This design comes from an exercise in tuning for a short achievable clock period and few clock cycles on the open sky130 flow, not from production work.
Function was checked by simulation only, so behaviour that the tests miss may differ from the original.
Power and IR drop assume default switching activity.

===== design/flow/design.v =====
module c1_filter (
    input  wire [47:0] s,
    output wire        ks
);
    wire a0, b1, b2, a3, b4;
    assign a0 = ((s[9]  | s[11]) ^ (s[9]  & s[15])) ^ (s[13] & ((s[9]  ^ s[11]) | s[15]));
    assign b1 = ((s[17] & s[19]) | s[21]) ^ ((s[17] ^ s[19]) & (s[21] | s[23]));
    assign b2 = ((s[25] & s[27]) | s[29]) ^ ((s[25] ^ s[27]) & (s[29] | s[31]));
    assign a3 = ((s[33] | s[35]) ^ (s[33] & s[39])) ^ (s[37] & ((s[33] ^ s[35]) | s[39]));
    assign b4 = ((s[41] & s[43]) | s[45]) ^ ((s[41] ^ s[43]) & (s[45] | s[47]));
    assign ks = (a0 | ((b1 | b4) & (a3 ^ b4))) ^ ((a0 ^ (b1 & a3)) & ((b2 ^ a3) | (b1 & b4)));
endmodule
module c1fc #(
    parameter SHORT_FRAME_PARITY = 0
) (
    input  wire       clk,
    input  wire       rst,           
    input  wire       cmd_valid,
    input  wire [7:0] cmd_data,
    input  wire       cmd_last,
    output wire       cmd_ready,
    output wire       rsp_valid,
    output wire [7:0] rsp_data,
    output wire       rsp_last,
    input  wire       rsp_ready
);
    localparam CMD_BYTES = 40;           
    localparam RSP_BYTES = 39;           
    localparam [47:0] TAPS = 48'h0E882B0AD621;
    localparam [15:0] CRC_POLY = 16'h8408;
    localparam [15:0] CRC_INIT = 16'h6363;
    localparam [2:0] ST_OK       = 3'd0,
                     ST_ILLEGAL  = 3'd1,
                     ST_RESERVED = 3'd2,
                     ST_LENGTH   = 3'd3,
                     ST_NOTKEYED = 3'd4,
                     ST_PARITY   = 3'd5,
                     ST_CRC      = 3'd6;
    localparam [1:0] S_RX = 2'd0, S_EXEC = 2'd1, S_FIN = 2'd2, S_TX = 2'd3;
    localparam       S_CHECK_BIT = 1'b1;
    localparam [2:0] K_C1  = 3'd0,    
                     K_CRC = 3'd1,    
                     K_NH  = 3'd2,    
                     K_ENC = 3'd3,    
                     K_DEC = 3'd4;    
    reg  [47:0] lfsr;
    reg         keyed;
    reg  [31:0] clkcnt;
    reg  [15:0] crcacc;
    reg  [5:0]  errsticky;
    reg  [2:0]  lastst;
    reg  [1:0]  state;
    reg         check;                   
    reg  [8*CMD_BYTES-1:0] cmd_bits;     
    reg  [15:0] rx_cnt;                  
    reg  [8*RSP_BYTES-1:0] rsp_bits;     
    reg  [5:0]  rsp_len;
    reg  [5:0]  tx_idx;
    reg  [2:0]  kind;
    reg  [8:0]  step;                    
    reg  [8:0]  nsteps;                  
    reg  [8:0]  rd_ptr;                  
    reg  [8:0]  wr_ptr;                  
    reg  [3:0]  bit_i;                   
    reg  [5:0]  byte_j;                  
    reg  [5:0]  nbytes;                  
    reg  [15:0] crcw;                    
    reg  [31:0] work;                    
    reg         par;                     
    reg         bad;                     
    wire [7:0]  op  = cmd_bits[7:0];
    wire [7:0]  b1  = cmd_bits[15:8];
    wire [7:0]  b2  = cmd_bits[23:16];
    wire [7:0]  b3  = cmd_bits[31:24];
    wire [7:0]  b4  = cmd_bits[39:32];
    wire [15:0] nb  = {b3, b2};
    wire        m   = op[0];
    wire        cflag = b1[0];
    wire is_nop    = (op == 8'h00);
    wire is_status = (op == 8'h01);
    wire is_clrerr = (op == 8'h02);
    wire is_breset = (op == 8'h03);
    wire is_par    = (op == 8'h10);
    wire is_short  = (op == 8'h11);
    wire is_encstd = (op == 8'h12);
    wire is_decstd = (op == 8'h13);
    wire is_enc4   = (op == 8'h14);
    wire is_dec4   = (op == 8'h15);
    wire is_crc    = (op == 8'h16);
    wire is_crcchk = (op == 8'h17);
    wire is_crcini = (op == 8'h18);
    wire is_crcupd = (op == 8'h19);
    wire is_crcrd  = (op == 8'h1A);
    wire is_disc   = (op == 8'h20);
    wire is_load   = (op == 8'h21);
    wire is_peek   = (op == 8'h22);
    wire is_rdst   = (op == 8'h23);
    wire is_bit    = (op[7:1] == 7'h12);    
    wire is_nib    = (op[7:1] == 7'h13);    
    wire is_byte   = (op[7:1] == 7'h14);    
    wire is_word   = (op[7:1] == 7'h15);    
    wire is_encb   = (op[7:1] == 7'h16);    
    wire is_decb   = (op[7:1] == 7'h17);    
    wire is_cfenc  = (op[7:1] == 7'h18);    
    wire is_cfdec  = (op[7:1] == 7'h19);    
    wire is_nh     = (op == 8'h40);
    wire fmt_a = is_nop | is_status | is_clrerr | is_breset | is_crcini | is_crcrd |
                 is_disc | is_peek | is_rdst;
    wire fmt_b = is_par | is_short | is_enc4 | is_crcupd | is_bit | is_nib | is_byte |
                 is_encb | is_decb;
    wire fmt_w = is_word;
    wire fmt_n = is_nh;
    wire fmt_k = is_load;
    wire fmt_l = is_crc | is_crcchk;
    wire fmt_f = is_encstd | is_cfenc;
    wire fmt_s = is_decstd | is_dec4 | is_cfdec;
    wire legal = fmt_a | fmt_b | fmt_w | fmt_n | fmt_k | fmt_l | fmt_f | fmt_s;
    wire [16:0] s_len = 17'd4 + ((nb + 17'd7) >> 3);
    wire len_ok = fmt_a ? (rx_cnt == 16'd1) :
                  fmt_b ? (rx_cnt == 16'd2) :
                  fmt_w ? (rx_cnt == 16'd5) :
                  fmt_n ? (rx_cnt == 16'd6) :
                  fmt_k ? (rx_cnt == 16'd7) :
                  fmt_l ? (rx_cnt >= 16'd2 && {1'b0, rx_cnt} == 17'd2 + b1) :
                  fmt_f ? (rx_cnt >= 16'd3 && {1'b0, rx_cnt} == 17'd3 + b2) :
                  fmt_s ? (rx_cnt >= 16'd4 && {1'b0, rx_cnt} == s_len) :
                          1'b0;
    wire rsv_bad = (is_short & b1[7]) |
                   ((is_enc4 | is_nib) & (b1[7:4] != 4'd0)) |
                   (is_bit & (b1[7:1] != 7'd0)) |
                   ((is_encstd | is_decstd | is_cfenc | is_cfdec) & (b1[7:1] != 7'd0)) |
                   (is_dec4 & (b1 != 8'd0));
    reg        nb_mul9;
    reg  [5:0] nb_n;
    integer    q;
    always @* begin
        nb_mul9 = 1'b0;
        nb_n    = 6'd0;
        for (q = 1; q <= 32; q = q + 1) begin
            if (nb == 9 * q) begin
                nb_mul9 = 1'b1;
                nb_n    = q;
            end
        end
    end
    wire [8:0] f_tot = {1'b0, b2} + {7'd0, cflag, 1'b0};    
    wire range_bad = (is_crc & (b1 > 8'd32)) |
                     (is_crcchk & ((b1 < 8'd2) | (b1 > 8'd32))) |
                     ((is_encstd | is_cfenc) & ((b2 == 8'd0) | (f_tot > 9'd32))) |
                     ((is_decstd | is_cfdec) & (~nb_mul9 | (cflag & (nb_n < 6'd3)))) |
                     (is_dec4 & (nb != 16'd4));
    wire needs_key = is_peek | is_bit | is_nib | is_byte | is_word | is_encb | is_decb |
                     is_cfenc | is_cfdec;
    wire [2:0] chk_status = ~legal     ? ST_ILLEGAL  :
                            ~len_ok    ? ST_LENGTH   :
                            rsv_bad    ? ST_RESERVED :
                            range_bad  ? ST_LENGTH   :
                            (needs_key & ~keyed) ? ST_NOTKEYED :
                                         ST_OK;
    wire ks;
    c1_filter u_filter (.s(lfsr), .ks(ks));
    wire lin = ^(lfsr & TAPS);
    wire in_bit = cmd_bits[rd_ptr];
    reg  c1_in, c1_e, c1_clk;
    reg  crc_bit, crc_en, crc_shift;
    reg  w0_en, w0_bit, w1_en, w1_bit;
    reg  t_bit;
    reg  par_bit;
    wire is_parity_step = (kind == K_ENC || kind == K_DEC) && (bit_i == 4'd8);
    wire enc_crc_byte   = (byte_j >= nbytes);
    wire cf_mode        = (op[7:4] == 4'h3);
    always @* begin
        c1_in = 1'b0; c1_e = 1'b0; c1_clk = 1'b0;
        crc_bit = 1'b0; crc_en = 1'b0; crc_shift = 1'b0;
        w0_en = 1'b0; w0_bit = 1'b0; w1_en = 1'b0; w1_bit = 1'b0;
        t_bit = 1'b0; par_bit = 1'b0;
        case (kind)
        K_C1: begin
            c1_clk = 1'b1;
            w0_en  = 1'b1;
            if (is_encb) begin
                c1_in  = m & in_bit;
                w0_bit = in_bit ^ ks;
                w1_en  = 1'b1;
                w1_bit = ks;
            end else if (is_decb) begin
                c1_in  = m & in_bit;
                c1_e   = m;
                w0_bit = in_bit ^ ks;
                w1_en  = 1'b1;
                w1_bit = ks;
            end else begin
                c1_in  = in_bit;
                c1_e   = m;
                w0_bit = ks;
            end
        end
        K_CRC: begin
            crc_en  = 1'b1;
            crc_bit = in_bit;
        end
        K_ENC: begin
            w0_en = 1'b1;
            if (is_parity_step) begin
                w0_bit = ~par ^ (cf_mode & ks);
            end else begin
                t_bit     = enc_crc_byte ? crcw[0] : in_bit;
                crc_en    = ~enc_crc_byte;
                crc_shift = enc_crc_byte;
                crc_bit   = t_bit;
                c1_clk    = cf_mode;
                c1_in     = m & t_bit;
                w0_bit    = t_bit ^ (cf_mode & ks);
            end
        end
        K_DEC: begin
            if (is_parity_step) begin
                par_bit = in_bit ^ (cf_mode & ks);
            end else begin
                t_bit   = in_bit ^ (cf_mode & ks);
                c1_clk  = cf_mode;
                c1_in   = m & in_bit;
                c1_e    = m;
                crc_en  = 1'b1;
                crc_bit = t_bit;
                w0_en   = 1'b1;
                w0_bit  = t_bit;
            end
        end
        default: ;
        endcase
    end
    wire        c1_new   = lin ^ c1_in ^ (c1_e & ks);
    wire        crc_fb   = crcw[0] ^ crc_bit;
    wire [15:0] crc_next = (crcw >> 1) ^ (crc_fb ? CRC_POLY : 16'h0000);
    wire        nh_fb    = work[16] ^ work[18] ^ work[19] ^ work[21];
    wire        last_step = (step + 9'd1 == nsteps);
    wire [8:0]  enc_nt    = {3'd0, b2} + {7'd0, cflag, 1'b0};        
    wire [11:0] enc_nb    = enc_nt * 9;                              
    wire [8:0]  enc_nby   = (enc_nb + 12'd7) >> 3;                   
    wire [7:0]  short_byte = SHORT_FRAME_PARITY ? {~^b1[6:0], b1[6:0]} : {1'b0, b1[6:0]};
    wire [7:0]  short_nb   = SHORT_FRAME_PARITY ? 8'd8 : 8'd7;
    reg        fin;             
    reg  [2:0] fin_status;
    assign cmd_ready = (state == S_RX) & ~check;
    assign rsp_valid = (state == S_TX);
    assign rsp_data  = rsp_bits[tx_idx*8 +: 8];
    assign rsp_last  = (tx_idx == rsp_len - 6'd1);
    always @(posedge clk) begin
        fin        <= 1'b0;
        fin_status <= ST_OK;
        if (rst) begin
            state     <= S_RX;
            check     <= 1'b0;
            rx_cnt    <= 16'd0;
            tx_idx    <= 6'd0;
            rsp_len   <= 6'd0;
            lfsr      <= 48'd0;
            keyed     <= 1'b0;
            clkcnt    <= 32'd0;
            crcacc    <= CRC_INIT;
        end else begin
            case (state)
            S_RX: begin
                if (check) begin
                    check   <= 1'b0;
                    rx_cnt  <= 16'd0;
                    tx_idx  <= 6'd0;
                    rsp_bits <= {{(8*RSP_BYTES-8){1'b0}}, 5'd0, chk_status};
                    rsp_len <= 6'd1;
                    state   <= S_TX;
                    fin     <= 1'b1;
                    fin_status <= chk_status;
                    step    <= 9'd0;
                    bit_i   <= 4'd0;
                    byte_j  <= 6'd0;
                    par     <= 1'b0;
                    bad     <= 1'b0;
                    if (chk_status == ST_OK) begin
                        if (is_status) begin
                            rsp_bits[63:8] <= {clkcnt, 5'd0, lastst, 2'd0, errsticky, 7'd0, keyed};
                            rsp_len <= 6'd8;
                        end
                        if (is_breset) begin
                            lfsr   <= 48'd0;
                            keyed  <= 1'b0;
                            clkcnt <= 32'd0;
                            crcacc <= CRC_INIT;
                        end
                        if (is_par) begin
                            rsp_bits[15:8] <= {7'd0, ~^b1};
                            rsp_len <= 6'd2;
                        end
                        if (is_short) begin
                            rsp_bits[31:8] <= {short_byte, 8'd0, short_nb};
                            rsp_len <= 6'd4;
                        end
                        if (is_enc4) begin
                            rsp_bits[31:8] <= {4'd0, b1[3:0], 8'd0, 8'd4};
                            rsp_len <= 6'd4;
                        end
                        if (is_dec4) begin
                            rsp_bits[15:8] <= {4'd0, b4[3:0]};
                            rsp_len <= 6'd2;
                        end
                        if (is_crcini)
                            crcacc <= CRC_INIT;
                        if (is_crcrd) begin
                            rsp_bits[23:8] <= crcacc;
                            rsp_len <= 6'd3;
                        end
                        if (is_disc) begin
                            lfsr   <= 48'd0;
                            keyed  <= 1'b0;
                            clkcnt <= 32'd0;
                        end
                        if (is_load) begin
                            lfsr   <= cmd_bits[55:8];
                            keyed  <= 1'b1;
                            clkcnt <= 32'd0;
                        end
                        if (is_peek) begin
                            rsp_bits[15:8] <= {7'd0, ks};
                            rsp_len <= 6'd2;
                        end
                        if (is_rdst) begin
                            rsp_bits[55:8] <= lfsr;
                            rsp_len <= 6'd7;
                        end
                        if (is_bit | is_nib | is_byte | is_word | is_encb | is_decb) begin
                            kind   <= K_C1;
                            nsteps <= is_bit ? 9'd1 : is_nib ? 9'd4 : is_word ? 9'd32 : 9'd8;
                            rd_ptr <= 9'd8;
                            wr_ptr <= 9'd8;
                            rsp_len <= is_word ? 6'd5 : (is_encb | is_decb) ? 6'd3 : 6'd2;
                            fin    <= 1'b0;
                            state  <= S_EXEC;
                        end
                        if (is_crcupd) begin
                            kind   <= K_CRC;
                            crcw   <= crcacc;
                            nsteps <= 9'd8;
                            rd_ptr <= 9'd8;
                            fin    <= 1'b0;
                            state  <= S_EXEC;
                        end
                        if (is_crc | is_crcchk) begin
                            kind   <= K_CRC;
                            crcw   <= CRC_INIT;
                            nsteps <= {b1, 3'd0};
                            rd_ptr <= 9'd16;
                            rsp_len <= is_crc ? 6'd3 : 6'd2;
                            fin    <= 1'b0;
                            state  <= (b1 == 8'd0) ? S_FIN : S_EXEC;
                        end
                        if (is_nh) begin
                            kind   <= K_NH;
                            work   <= cmd_bits[47:16];
                            nsteps <= {1'b0, b1};
                            rsp_len <= 6'd5;
                            fin    <= 1'b0;
                            state  <= (b1 == 8'd0) ? S_FIN : S_EXEC;
                        end
                        if (is_encstd | is_cfenc) begin
                            kind   <= K_ENC;
                            crcw   <= CRC_INIT;
                            nbytes <= b2[5:0];
                            nsteps <= enc_nb[8:0];
                            rd_ptr <= 9'd24;
                            wr_ptr <= 9'd24;
                            rsp_bits[23:8] <= {4'd0, enc_nb};
                            rsp_len <= 6'd3 + enc_nby[5:0];
                            fin    <= 1'b0;
                            state  <= S_EXEC;
                        end
                        if (is_decstd | is_cfdec) begin
                            kind   <= K_DEC;
                            crcw   <= CRC_INIT;
                            nbytes <= nb_n;
                            nsteps <= nb[8:0];
                            rd_ptr <= 9'd32;
                            wr_ptr <= 9'd8;
                            rsp_len <= 6'd1 + (cflag ? nb_n - 6'd2 : nb_n);
                            fin    <= 1'b0;
                            state  <= S_EXEC;
                        end
                    end
                end else if (cmd_valid) begin
                    if (rx_cnt < CMD_BYTES)
                        cmd_bits[rx_cnt*8 +: 8] <= cmd_data;
                    if (rx_cnt != 16'hFFFF)
                        rx_cnt <= rx_cnt + 16'd1;
                    if (cmd_last)
                        check <= 1'b1;
                end
            end
            S_EXEC: begin
                step <= step + 9'd1;
                if (last_step)
                    state <= S_FIN;
                if (c1_clk) begin
                    lfsr   <= {c1_new, lfsr[47:1]};
                    clkcnt <= clkcnt + 32'd1;
                end
                if (crc_en)
                    crcw <= crc_next;
                else if (crc_shift)
                    crcw <= crcw >> 1;
                if (kind == K_NH)
                    work <= {nh_fb, work[31:1]};
                if (w0_en)
                    rsp_bits[wr_ptr] <= w0_bit;
                if (w1_en)
                    rsp_bits[wr_ptr + 9'd8] <= w1_bit;
                if (w0_en)
                    wr_ptr <= wr_ptr + 9'd1;
                if (!(kind == K_ENC && (is_parity_step || enc_crc_byte)))
                    rd_ptr <= rd_ptr + 9'd1;
                if (kind == K_ENC || kind == K_DEC) begin
                    if (is_parity_step) begin
                        bit_i  <= 4'd0;
                        byte_j <= byte_j + 6'd1;
                        par    <= 1'b0;
                        if (kind == K_DEC && (par_bit != ~par))
                            bad <= 1'b1;
                    end else begin
                        bit_i <= bit_i + 4'd1;
                        par   <= par ^ t_bit;
                    end
                end
            end
            S_FIN: begin
                state <= S_TX;
                fin   <= 1'b1;
                case (kind)
                K_CRC: begin
                    if (is_crcupd)
                        crcacc <= crcw;
                    else if (is_crc)
                        rsp_bits[23:8] <= crcw;
                    else
                        rsp_bits[15:8] <= {7'd0, (crcw == 16'h0000)};
                end
                K_NH:
                    rsp_bits[39:8] <= work;
                K_DEC: begin
                    if (bad || (cflag && crcw != 16'h0000)) begin
                        rsp_bits[7:0] <= {5'd0, bad ? ST_PARITY : ST_CRC};
                        rsp_len       <= 6'd1;
                        fin_status    <= bad ? ST_PARITY : ST_CRC;
                        if (cf_mode) begin
                            lfsr   <= 48'd0;
                            keyed  <= 1'b0;
                            clkcnt <= 32'd0;
                        end
                    end
                end
                default: ;
                endcase
            end
            S_TX: begin
                if (rsp_ready) begin
                    tx_idx <= tx_idx + 6'd1;
                    if (rsp_last)
                        state <= S_RX;
                end
            end
            endcase
        end
    end
    always @(posedge clk) begin
        if (rst) begin
            errsticky <= 6'd0;
            lastst    <= ST_OK;
        end else if (fin) begin
            if (fin_status == ST_OK && (is_clrerr || is_breset))
                errsticky <= 6'd0;
            else if (fin_status != ST_OK)
                errsticky <= errsticky | (6'd1 << (fin_status - 3'd1));
            if (!is_status)
                lastst <= fin_status;
        end
    end
endmodule

===== design/flow/run.sh =====
#!/bin/bash
# synth_recipe.tcl (not shown) runs the flow's synth.tcl, then flattens the netlist and writes it again
# the make line also repeats each setting of config.mk as NAME=value (left out here)
make -C /OpenROAD-flow-scripts/flow DESIGN_CONFIG=/design/flow/config.mk WORK_HOME=/design/flow/orfs CLKGATE_MAP_FILE= SYNTH_SCRIPT=/design/flow/synth_recipe.tcl finish

===== design/flow/config.mk =====
export PLATFORM = sky130hd
export DESIGN_NAME = c1fc
export DESIGN_NICKNAME = c1fc
export VERILOG_FILES = /design/flow/design.v
export SDC_FILE = /design/flow/constraint.sdc
export NUM_CORES = 4
export LEC_CHECK = 0
export CAP_MARGIN = 20
export CORE_MARGIN = 2
export CORE_UTILIZATION = 40
export SLEW_MARGIN = 20

===== design/flow/constraint.sdc =====
create_clock -name core_clock -period 10.0 [get_ports {clk}]
set_input_delay 2.0000 -clock core_clock [delete_from_list [all_inputs] [get_ports {clk}]]
set_output_delay 2.0000 -clock core_clock [all_outputs]
set_load 0.01 [all_outputs]

==> run notes <==
## synth_stat cells (all sizes together), types with 19 or more instances
| library cell | number | area (um^2) |
|---|---|---|
| a221oi | 26 | 228 |
| nand3 | 164 | 826 |
| nor2b | 57 | 357 |
| o211ai | 35 | 263 |
| nor2 | 634 | 2380 |
| a211oi | 90 | 686 |
| inv | 81 | 304 |
| ha | 65 | 813 |
| or2 | 20 | 125 |
| xnor2 | 124 | 1090 |
| a22oi | 139 | 1040 |
| nor3 | 109 | 572 |
| o32ai | 74 | 648 |
| nor4 | 52 | 340 |
| o21ai | 379 | 1900 |
| mux2i | 187 | 1870 |
| a21oi | 278 | 1390 |
| mux2 | 349 | 3930 |
| a221o | 19 | 190 |
| mux4 | 146 | 3290 |
| o22ai | 71 | 444 |
| a31oi | 88 | 551 |
| clkbuf | 412 | 1550 |
| o21a | 29 | 218 |
| a21o | 20 | 150 |
| o221ai | 32 | 280 |
| and3 | 40 | 250 |
| edfxtp | 737 | 22100 |
| and2 | 39 | 244 |
| dfxtp | 141 | 2820 |
| a22o | 33 | 289 |
| or3 | 28 | 175 |
| buf | 73 | 324 |
| xor2 | 71 | 629 |
| nand2b | 38 | 238 |
| nand4 | 33 | 206 |
| nand2 | 583 | 2190 |
| o31ai | 25 | 188 |
## critical path: cells and delay by family, from the launching register on
kind	cells	cell delay (ps)
AOI/OAI and AO/OA	3	860
buffers and inverters	2	1100
DFF	1	860
muxes	1	110
and+or+nand+nor	1	890
## worst paths after layout
check                                   from            to  slack, ps  cells past startpoint
worst max register to register  cmd_bits[17]     rd_ptr[3]       3460                     16
worst min register to register  errsticky[3]  errsticky[3]        470                      1
worst max-delay path               tx_idx[0]   rsp_data[6]       3370                      7
worst min-delay path            errsticky[3]  errsticky[3]        470                      1
## state kept, by name, indices dropped and copies added (netlist names), 6 cells and up
signal     cells
tx_idx         6
crcacc        16
crcw          16
work          32
lfsr          48
errsticky      6
rx_cnt        16
byte_j         6
cmd_bits     320
wr_ptr         9
step           9
rd_ptr         9
rsp_len        6
nsteps         9
nbytes         6
clkcnt        32
rsp_bits     312
## metrics by stage
step                instances  cell area, um^2  setup slack (ps)  power (mW)  TNS, ps
finish                   7608            63300              3370        13.6        0
global route             7608            63300              3040        14.1        0
CTS                      7606            63300              3390        13.5        0
detailed placement       7414            60000              3680        9.77        0
global placement         7414            60000              3710        9.68        0
floorplan                5830            58000              -792        8.48  -253460
## cell usage in the layout, fill, tap and decap left out, types with 124 or more instances in the layout
master	count
edfxtp_1	737
nand3_1	163
buf_4	139
nand2_1	580
mux4_2	146
o21ai_0	375
a21oi_1	276
dfxtp_1	138
xnor2_1	124
mux2i_1	187
mux2_2	349
a22oi_1	139
nor2_1	623
## kinds of logic (layout without fill, tap and decap cells)
kind of cell	count (synthesis)	after routing	share of synthesized area
AOI/OAI and AO/OA	1552	1552	0.180
xor gates and xnor gates	198	198	0.0308
adders and majority gates	67	67	0.0146
buffers and inverters	567	442	0.0376
DFF	878	878	0.431
muxes	682	682	0.157
and+or+nand+nor	1886	1886	0.149
## layout make-up
type / instances / area [um^2] / area share
timing repair buffer: 168 / 1350 / 0.0213
clock buffer: 145 / 2880 / 0.0455
tap: 1903 / 2380 / 0.0376
multi-input combinational: 4385 / 31000 / 0.490
inverter: 82 / 309 / 0.00488
clock inverter: 47 / 400 / 0.00632
sequential: 878 / 25000 / 0.394
## layer usage
layer  routed length [um]  GRT usage  vias to the layer above
li1                     -          -                    21900
met3                22400     0.0546                      666
met2                96800      0.438                     3246
met1                85400      0.382                    25000
met5                   49          0                        -
met4                12500      0.145                        8
## power by group
group	internal (mW)	total (mW)	switching (mW)
Sequential	5.07	5.68	0.611
Combinational	1.56	4.16	2.59
Clock	2.09	3.77	1.68
==> results.json <==
{
  "fillers": 13600,
  "drt_iter0_drc": 7818,
  "fmax_mhz": 151,
  "hold_buffers": 0,
  "root_buffer": "clkbuf_16",
  "fin_nets": 5700,
  "port_buffers": 23,
  "routed_wirelength_um": 217000,
  "maxSlewViolCount": 0,
  "viasPerCell": 6.68,
  "dp_hpwl_um": 145000,
  "seq_area_frac_synth": 0.431,
  "syn_inst": 5830,
  "antenna_left": 0,
  "dieArea_um2": 148000,
  "htreeDepth": 3,
  "maxCapViolCount": 0,
  "syn_area_per_cell_um2": 9.94,
  "place_congestion": 0.997,
  "grt_max_degree": 173,
  "synth_area_um2": 57900,
  "pin_count": 24,
  "crit_arrival_ps": 4630,
  "start_util": 0.403,
  "worstSetupEndpointType": "primary output",
  "numCtsBuffers": 106,
  "synth-edff-count": 737,
  "vias": 50800,
  "cpMaxStageDelayCell": "nor2b_2",
  "syn_nets": 5909,
  "ctsResizeCount": 0,
  "synthArstFlopShare": 0,
  "skew_ps": 70.5,
  "cpPeakStageDelay_ps": 890,
  "fin_crit_ps": 6630,
  "tritoncts": "yes",
  "p_per_area_nw_per_um2": 215,
  "outcome": "finished clean",
  "period_share": 0.663,
  "grt-ovfl-total": 0,
  "clockBufferDepth": 3,
  "crit_path_cell_trace": "buf_4 -> nor2b_2 -> a21oi_1 -> a211oi_1 -> mux2i_1 -> o21ai_0 -> clkdlybuf4s50_1",
  "grt_usage": 0.285,
  "path_max_fanout": 35,
  "worstPathRequired_ps": 8000,
  "path_clk_slew_ps": 60,
  "p_leak_nw": 19.7,
  "holdWs_ps": 469,
  "dr.pass1.iters": 19,
  "crit_type": "flip-flop to primary output",
  "ir_drop_mv": 0.237,
  "cts.sinks": 878,
  "synth_seq_cells": 878,
  "hold_class": "flip-flop to flip-flop",
  "ys.flop_type": "edfxtp_1",
  "grt_pass1_wl_um": 320000,
  "hold_violations": 0,
  "drive_above_1_share": 0.159,
  "syn2layout_area_growth_pct": 9.29,
  "slew-limit-headroom": 0.192,
  "start_kind": "flip-flop",
  "antenna_cells": 0,
  "row_count": 139,
  "wire_per_inst_um": 28.5,
  "dieWidth_um": 385,
  "antenna_found_initial": 4,
  "post-route-drc-count": 0,
  "rsz0062_at_grt": "false",
  "die_y_um": 385,
  "worst_pin_slew_ps": 1210,
  "cts_setup_buffers": 0,
  "clkLatencyLatePin_ps": 780,
  "grt_pass1_vias": 47400,
  "ys_warn_count": 1,
  "synthDistinctLibCells": 97,
  "setup_viol": 0,
  "core-area_um2": 144000,
  "fin_util": 0.441
}
Testbench counts, summed over its fixed seeds: cycles 148,020.

re-timing with driven ports:
The results above use ideal ports. As a check the final layout listed here was re-extracted and re-timed, cells and wires unchanged.
Step 1 sets driving cells, clkbuf_16 on the clock port and buf_2 on the other inputs (assumed; they add their load-dependent delay and slew).
Step 2 times the ports against the registers' clock, not the clock port: input delays grow and output delays shrink by t, the midpoint of the rising clock arrivals with the driver on.
Three values: no drivers, after step 1, after step 2; two values: the first two.
t (ns): 0.817
setup slack, ns: 3.366 / 3.294 / 3.458
worst setup path at the end: register to register
clock arrival spread, ns: 0.074 / 0.074
worst slew at a driven data input, ns: 0.03
After both steps setup and hold are still met in this run. For this run, drivers alone change the setup slack by -0.072 ns; drivers and shift together by +0.092 ns.
